What follows belongs to an exercise in optimizing a design on an open flow for small area and few clock cycles; a production flow would make more cautious choices. Function was checked by simulation only, so behaviour that the tests miss may differ from the original. Power and IR drop assume default switching activity.

==> flow/design.v <==
module nf5_stream (
    input  wire        clk,
    input  wire        rst,
    input  wire        cfg_we,
    input  wire [15:0] cfg_port,
    input  wire        frm_valid,
    output wire        frm_ready,
    input  wire [1:0]  frm_entry,
    input  wire [15:0] frm_len,
    input  wire        in_valid,
    output wire        in_ready,
    input  wire [7:0]  in_data,
    output wire        rec_valid,
    output wire [31:0] rec_src_addr,
    output wire [31:0] rec_dst_addr,
    output wire [31:0] rec_next_hop,
    output wire [15:0] rec_input_if,
    output wire [15:0] rec_output_if,
    output wire [31:0] rec_packets,
    output wire [31:0] rec_octets,
    output wire [31:0] rec_first_ms,
    output wire [31:0] rec_last_ms,
    output wire [15:0] rec_src_port,
    output wire [15:0] rec_dst_port,
    output wire [7:0]  rec_tcp_flags,
    output wire [7:0]  rec_protocol,
    output wire [7:0]  rec_tos,
    output wire [15:0] rec_src_as,
    output wire [15:0] rec_dst_as,
    output wire [7:0]  rec_src_mask,
    output wire [7:0]  rec_dst_mask,
    output wire        done,
    output reg  [3:0]  status,
    output reg  [2:0]  err_stage,
    output wire [31:0] err_a,
    output wire [31:0] err_b,
    output wire [31:0] err_c,
    output wire [15:0] hdr_count,
    output wire [31:0] hdr_sys_uptime_ms,
    output wire [31:0] hdr_unix_secs,
    output wire [31:0] hdr_unix_nsecs,
    output wire [31:0] hdr_flow_seq,
    output wire [7:0]  hdr_engine_type,
    output wire [7:0]  hdr_engine_id,
    output wire [15:0] hdr_sampling_interval,
    output wire [63:0] boot_time_ns
);
    localparam [3:0] K_OK       = 4'd0,    
                     K_OOB_LINK = 4'd1,    
                     K_OOB_NET  = 4'd2,    
                     K_OOB_IHL  = 4'd3,    
                     K_OOB_UDP  = 4'd4,    
                     K_BAD_IHL  = 4'd5,    
                     K_SHORT_NF = 4'd6,    
                     K_VERSION  = 4'd7,    
                     K_TRUNC    = 4'd8,    
                     K_LINKTYPE = 4'd9,    
                     K_PROTO    = 4'd10,   
                     K_PORT     = 4'd11;   
    localparam [2:0] S_IDLE = 3'd0, S_LINK = 3'd1, S_NET = 3'd2, S_UDP = 3'd3,
                     S_HDR = 3'd4, S_REC = 3'd5, S_DRAIN = 3'd6, S_FIN = 3'd7;
    reg [2:0]   st;
    reg [3:0]   ek;
    reg [15:0]  nrem;    
    wire [15:0] rem = ~nrem;
    reg [5:0]   off;
    reg [10:0]  fa;
    reg [15:0]  cnt16;
    reg [15:0]  cfg_q;
    reg [351:0] rc;
    wire [15:0] wreg = rc[15:0];    
    reg [159:0] hc;
    reg [64:0]  R;
    reg         busy;
    wire ok = (ek == K_OK);
    assign frm_ready = (st == S_IDLE);
    assign in_ready  = (st != S_IDLE) && (st != S_FIN);
    assign done      = (st == S_FIN) && !busy;
    wire take = in_valid && in_ready;
    wire [15:0] nrem_n = nrem + 16'd1;
    wire [15:0] rem_n = ~nrem_n;
    wire [5:0]  off_n = off + 6'd1;
    wire [10:0] fa_n  = fa + 11'd1;    
    assign rec_valid = take && (st == S_REC) && (off == 6'd45) && ok;
    assign {rec_src_addr, rec_dst_addr, rec_next_hop, rec_input_if, rec_output_if,
            rec_packets, rec_octets, rec_first_ms, rec_last_ms, rec_src_port,
            rec_dst_port, rec_tcp_flags, rec_protocol, rec_tos, rec_src_as,
            rec_dst_as, rec_src_mask} = rc;
    assign rec_dst_mask = in_data;
    assign {hdr_sys_uptime_ms, hdr_unix_secs, hdr_unix_nsecs, hdr_flow_seq,
            hdr_engine_type, hdr_engine_id, hdr_sampling_interval} = hc;
    assign hdr_count    = cnt16;
    assign boot_time_ns = R[63:0];
    reg  [4:0] nf_a, nf_b;    
    always @(*) begin
        if (wreg[4:0] < 5'd2)       begin nf_a = 5'd0;  nf_b = 5'd2; end
        else if (wreg[4:0] < 5'd4)  begin nf_a = 5'd2;  nf_b = 5'd2; end
        else if (wreg[4:0] < 5'd8)  begin nf_a = 5'd4;  nf_b = 5'd4; end
        else if (wreg[4:0] < 5'd12) begin nf_a = 5'd8;  nf_b = 5'd4; end
        else if (wreg[4:0] < 5'd16) begin nf_a = 5'd12; nf_b = 5'd4; end
        else if (wreg[4:0] < 5'd20) begin nf_a = 5'd16; nf_b = 5'd4; end
        else if (wreg[4:0] < 5'd21) begin nf_a = 5'd20; nf_b = 5'd1; end
        else if (wreg[4:0] < 5'd22) begin nf_a = 5'd21; nf_b = 5'd1; end
        else                        begin nf_a = 5'd22; nf_b = 5'd2; end
    end
    reg [15:0] ea, eb;
    reg        ec;
    always @(*) begin
        ea = 16'd0; eb = 16'd0; ec = 1'b0;
        status = 4'd0; err_stage = 3'd0;
        case (ek)
            K_OOB_LINK: begin status = 4'd1; err_stage = 3'd1; eb = 16'd14; ec = 1'b1; end
            K_OOB_NET:  begin status = 4'd1; err_stage = 3'd2; eb = 16'd20; ec = 1'b1; end
            K_OOB_IHL:  begin status = 4'd1; err_stage = 3'd2; ea = 16'd20;
                              eb = {10'd0, hc[3:0] - 4'd5, 2'b00}; ec = 1'b1; end
            K_OOB_UDP:  begin status = 4'd1; err_stage = 3'd3; eb = 16'd8; ec = 1'b1; end
            K_BAD_IHL:  begin status = 4'd2; err_stage = 3'd2; ea = {12'd0, hc[3:0]}; ec = 1'b1; end
            K_SHORT_NF: begin status = 4'd2; err_stage = 3'd4; ea = {11'd0, nf_a};
                              eb = {11'd0, nf_b}; ec = 1'b1; end
            K_VERSION:  begin status = 4'd3; err_stage = 3'd4; ea = hc[15:0]; end
            K_TRUNC:    begin status = 4'd4; err_stage = 3'd4; ea = {5'd0, fa};
                              eb = cnt16; ec = 1'b1; end
            K_LINKTYPE: begin status = 4'd5; err_stage = 3'd1; ea = hc[15:0]; end
            K_PROTO:    begin status = 4'd6; err_stage = 3'd2; ea = {8'd0, hc[7:0]}; end
            K_PORT:     begin status = 4'd7; err_stage = 3'd3; ea = hc[15:0]; eb = cfg_q; end
            default: ;
        endcase
    end
    assign err_a = {16'd0, ea};
    assign err_b = {16'd0, eb};
    assign err_c = {16'd0, wreg & {16{ec}}};
    reg       ent_err;
    reg [3:0] ent_k;
    always @(*) begin
        ent_err = 1'b0;
        ent_k   = K_SHORT_NF;
        case (st)
            S_LINK:  begin ent_err = rem < 16'd14; ent_k = K_OOB_LINK; end
            S_NET:   begin ent_err = rem < 16'd20; ent_k = K_OOB_NET;  end
            S_UDP:   begin ent_err = rem < 16'd8;  ent_k = K_OOB_UDP;  end
            S_HDR:   begin ent_err = rem < 16'd24; ent_k = K_SHORT_NF; end
            default: ;
        endcase
    end
    wire in_layer = (st == S_LINK) || (st == S_NET) || (st == S_UDP) || (st == S_HDR);
    wire [12:0] cnt3  = {2'b00, cnt16[10:0]} + {1'b0, cnt16[10:0], 1'b0};
    wire        cbig  = (cnt16[15:11] != 5'd0) || cnt3[12];
    wire        fits  = !cbig && (rem[15:4] > cnt3[11:0]);
    wire        trunc = (cnt16 != 16'd0) && !fits;
    wire        bstep = busy && (take || st == S_FIN);
    wire        bs = hc[96 + off[4:0]];
    wire        bu = hc[128 + off[4:0]];
    wire [33:0] bd = bs ? (bu ? 34'd999000000 : 34'd1000000000)
                        : (bu ? -34'sd1000000 : 34'd0);
    wire [33:0] bt = {R[64], R[64:32]} + bd;
    reg adv;    
    always @(posedge clk) begin
        if (rst) begin
            st    <= S_IDLE;
            cfg_q <= 16'd9500;
            busy  <= 1'b0;
        end else begin
            if (cfg_we)
                cfg_q <= cfg_port;
            if (bstep) begin
                R    <= {bt[33:0], R[31:1]};
                busy <= (off[4:0] != 5'd31);
            end
            if (take || (st == S_FIN && busy))
                off <= off_n;
            adv = 1'b0;
            case (st)
                S_IDLE: if (frm_valid) begin
                    nrem      <= ~frm_len;
                    off       <= 6'd0;
                    ek        <= K_OK;
                    case (frm_entry)
                        2'd0: st <= S_LINK;
                        2'd1: st <= S_NET;
                        2'd2: st <= S_UDP;
                        default: st <= S_HDR;
                    endcase
                end
                S_FIN: if (!busy) st <= S_IDLE;
                default: begin
                    if (take)
                        nrem <= nrem_n;
                    if (in_layer && off == 6'd0) begin
                        rc[15:0] <= rem;
                    end
                    if (in_layer && off == 6'd0 && ent_err) begin
                        ek <= ent_k;
                        st <= (rem == 16'd0) ? S_FIN : S_DRAIN;
                    end else if (take) begin
                        case (st)
                            S_LINK: begin
                                hc <= {hc[151:0], in_data};
                                if (off == 6'd13) begin
                                    if ({hc[7:0], in_data} != 16'h0800) begin
                                        ek <= K_LINKTYPE;
                                        st <= S_DRAIN;
                                    end else begin
                                        adv = 1'b1; st <= S_NET; off <= 6'd0;
                                    end
                                end
                            end
                            S_NET: begin
                                hc <= {hc[151:0], in_data};
                                if (off == 6'd0) begin
                                    fa <= {7'd0, in_data[3:0]};
                                    if (in_data[3:0] < 4'd5) begin
                                        ek <= K_BAD_IHL;
                                        st <= S_DRAIN;
                                    end else if ({10'd0, in_data[3:0], 2'b00} > rem) begin
                                        ek <= K_OOB_IHL;
                                        st <= S_DRAIN;
                                    end
                                end else if (off == 6'd9) begin
                                    if (in_data != 8'd17) begin
                                        ek <= K_PROTO;
                                        st <= S_DRAIN;
                                    end
                                end else if (off_n == {fa[3:0], 2'b00}) begin
                                    adv = 1'b1; st <= S_UDP; off <= 6'd0;
                                end
                            end
                            S_UDP: begin
                                hc <= {hc[151:0], in_data};
                                if (off == 6'd3 && {hc[7:0], in_data} != cfg_q) begin
                                    ek <= K_PORT;
                                    st <= S_DRAIN;
                                end else if (off == 6'd7) begin
                                    adv = 1'b1; st <= S_HDR; off <= 6'd0;
                                end
                            end
                            S_HDR: begin
                                if (off[5:1] == 5'd1)
                                    cnt16 <= {cnt16[7:0], in_data};
                                hc <= {hc[151:0], in_data};
                                if (off == 6'd1 && {hc[7:0], in_data} != 16'd5) begin
                                    ek <= K_VERSION;
                                    st <= S_DRAIN;
                                end
                                if (off == 6'd8 && trunc) begin
                                    ek <= K_TRUNC;
                                end
                                if (off == 6'd23) begin
                                    off  <= 6'd0;
                                    fa   <= 11'd0;
                                    R[64:32] <= {1'b0, hc[87:56]};
                                    busy <= 1'b1;
                                    st   <= (ok && cnt16 == 16'd0) ? S_DRAIN : S_REC;
                                end
                            end
                            S_REC: begin
                                if (ok && off < 6'd45 && off != 6'd36)
                                    rc <= {rc[343:0], in_data};
                                if (off == 6'd47) begin
                                    off <= 6'd0;
                                    fa  <= fa_n;
                                    if ({5'd0, fa_n} == cnt16)
                                        st <= S_DRAIN;
                                end
                            end
                            default: ;
                        endcase
                    end
                    if (take && nrem_n == 16'hFFFF && !adv)
                        st <= S_FIN;
                end
            endcase
        end
    end
endmodule
==> flow/config.mk <==
export PLATFORM = sky130hd
export DESIGN_NAME = nf5_stream
export DESIGN_NICKNAME = nf5_stream
export VERILOG_FILES = /design/flow/design.v
export SDC_FILE = /design/flow/constraint.sdc
export NUM_CORES = 4
export LEC_CHECK = 0
export CAP_MARGIN = 5
export CORE_MARGIN = 2
export CORE_UTILIZATION = 50
export PLACE_DENSITY = 0.7
export SLEW_MARGIN = 5
==> flow/constraint.sdc <==
create_clock -name core_clock -period 11.0 [get_ports {clk}]
set_input_delay 2.2000 -clock core_clock [delete_from_list [all_inputs] [get_ports {clk}]]
set_output_delay 2.2000 -clock core_clock [all_outputs]
set_load 0.01 [all_outputs]
standard.sh (not shown) runs the stock make flow with config.mk's settings and CLKGATE_MAP_FILE= SYNTH_SCRIPT=/design/flow/synth_recipe.tcl, a recipe that flattens the netlist after the stock synthesis.
==> flow/flow/run.sh <==
#!/bin/bash
set -euo pipefail
W=$(pwd)
export BUFFER_PORTS_ARGS="-buffer_cell sky130_fd_sc_hd__buf_1"
export SKIP_REPAIR_TIE_FANOUT=1
export CTS_ARGS="-sink_clustering_enable -repair_clock_nets -dont_use_dummy_load -buf_list sky130_fd_sc_hd__clkbuf_4 -sink_clustering_size 9 -sink_clustering_max_diameter 35"
{
  head -n 1 synth_recipe.tcl
  cat <<EOT
proc abc {args} {
  set i [lsearch \$args -script]
  if {\$i >= 0} { set args [lreplace \$args [expr {\$i + 1}] [expr {\$i + 1}] $W/flow/abc_area.script] }
  yosys abc {*}\$args
}
EOT
  tail -n +2 synth_recipe.tcl
} > area_synth.tcl
sed "s#SYNTH_SCRIPT=[^ ]*#SYNTH_SCRIPT=$W/area_synth.tcl#" standard.sh > area_standard.sh
grep -q "SYNTH_SCRIPT=$W/area_synth.tcl" area_standard.sh
bash area_standard.sh > standard.log 2>&1
==> flow/flow/abc_area.script <==
strash
dc2
dch -f
amap
Testbench counts at the start, summed over its fixed seeds: cycles 148,380.
Edit:
--- a/flow/design.v
+++ b/flow/design.v
@@ -54,14 +54,14 @@
                      K_SHORT_NF = 4'd6,    
                      K_VERSION  = 4'd7,    
                      K_TRUNC    = 4'd8,    
                      K_LINKTYPE = 4'd9,    
                      K_PROTO    = 4'd10,   
                      K_PORT     = 4'd11;   
-    localparam [2:0] S_IDLE = 3'd0, S_LINK = 3'd1, S_NET = 3'd2, S_UDP = 3'd3,
-                     S_HDR = 3'd4, S_REC = 3'd5, S_DRAIN = 3'd6, S_FIN = 3'd7;
+    localparam [2:0] S_IDLE = 3'd0, S_FIN = 3'd1, S_REC = 3'd2, S_DRAIN = 3'd3,
+                     S_LINK = 3'd4, S_NET = 3'd5, S_UDP = 3'd6, S_HDR = 3'd7;
     reg [2:0]   st;
     reg [3:0]   ek;
     reg [15:0]  nrem;    
     wire [15:0] rem = ~nrem;
     reg [5:0]   off;
     reg [10:0]  fa;
@@ -139,13 +139,13 @@
             S_NET:   begin ent_err = rem < 16'd20; ent_k = K_OOB_NET;  end
             S_UDP:   begin ent_err = rem < 16'd8;  ent_k = K_OOB_UDP;  end
             S_HDR:   begin ent_err = rem < 16'd24; ent_k = K_SHORT_NF; end
             default: ;
         endcase
     end
-    wire in_layer = (st == S_LINK) || (st == S_NET) || (st == S_UDP) || (st == S_HDR);
+    wire in_layer = st[2];    
     wire [12:0] cnt3  = {2'b00, cnt16[10:0]} + {1'b0, cnt16[10:0], 1'b0};
     wire        cbig  = (cnt16[15:11] != 5'd0) || cnt3[12];
     wire        fits  = !cbig && (rem[15:4] > cnt3[11:0]);
     wire        trunc = (cnt16 != 16'd0) && !fits;
     wire        bstep = busy && (take || st == S_FIN);
     wire        bs = hc[96 + off[4:0]];
@@ -165,12 +165,14 @@
             if (bstep) begin
                 R    <= {bt[33:0], R[31:1]};
                 busy <= (off[4:0] != 5'd31);
             end
             if (take || (st == S_FIN && busy))
                 off <= off_n;
+            if (st == S_REC && off == 6'd0 && {5'd0, fa} == cnt16)
+                st <= S_DRAIN;
             adv = 1'b0;
             case (st)
                 S_IDLE: if (frm_valid) begin
                     nrem      <= ~frm_len;
                     off       <= 6'd0;
                     ek        <= K_OK;
@@ -246,23 +248,21 @@
                                 end
                                 if (off == 6'd23) begin
                                     off  <= 6'd0;
                                     fa   <= 11'd0;
                                     R[64:32] <= {1'b0, hc[87:56]};
                                     busy <= 1'b1;
-                                    st   <= (ok && cnt16 == 16'd0) ? S_DRAIN : S_REC;
+                                    st   <= S_REC;
                                 end
                             end
                             S_REC: begin
                                 if (ok && off < 6'd45 && off != 6'd36)
                                     rc <= {rc[343:0], in_data};
                                 if (off == 6'd47) begin
                                     off <= 6'd0;
                                     fa  <= fa_n;
-                                    if ({5'd0, fa_n} == cnt16)
-                                        st <= S_DRAIN;
                                 end
                             end
                             default: ;
                         endcase
                     end
                     if (take && nrem_n == 16'hFFFF && !adv)
Effect:
- The new run passed the timing, design-rule and antenna checks
- cell count decreases slightly
- core utilization decreases by 0.14 points
- setup slack is better by 1.0 ns
- first-iteration DRC count increases slightly
- global-route usage decreases by 0.64 points
- power increases slightly
Testbench counts after the change, summed over its fixed seeds: cycles 148,380.

afterwards: timing with drivers on the ports:
The flow's constraints put no driver on any port. The routed layouts listed below were extracted and timed again, unchanged, in two steps. Step 1 (the two cells are an assumption about what drives the block):
set clk [get_ports {clk}]
set_driving_cell -lib_cell sky130_fd_sc_hd__clkbuf_16 $clk
set_driving_cell -lib_cell sky130_fd_sc_hd__buf_2 [delete_from_list [all_inputs] $clk]
Step 2 times the ports against the registers' clock, not the clock port: input delays grow and output delays shrink by t, the midpoint of the rising clock arrivals with the driver on. Slacks: ideal ports / drivers / drivers and shift; pairs: ideal ports / drivers.
run	t, ns	setup WS [ns]	clock arrival spread, ns	worst register clock-pin slew, ns
the first run	0.902	1.279 / 1.279 / 1.279	0.141 / 0.141	0.10 / 0.10
the second run	0.879	2.314 / 2.314 / 2.314	0.132 / 0.133	0.10 / 0.10
After both steps setup and hold are still met in every run listed.
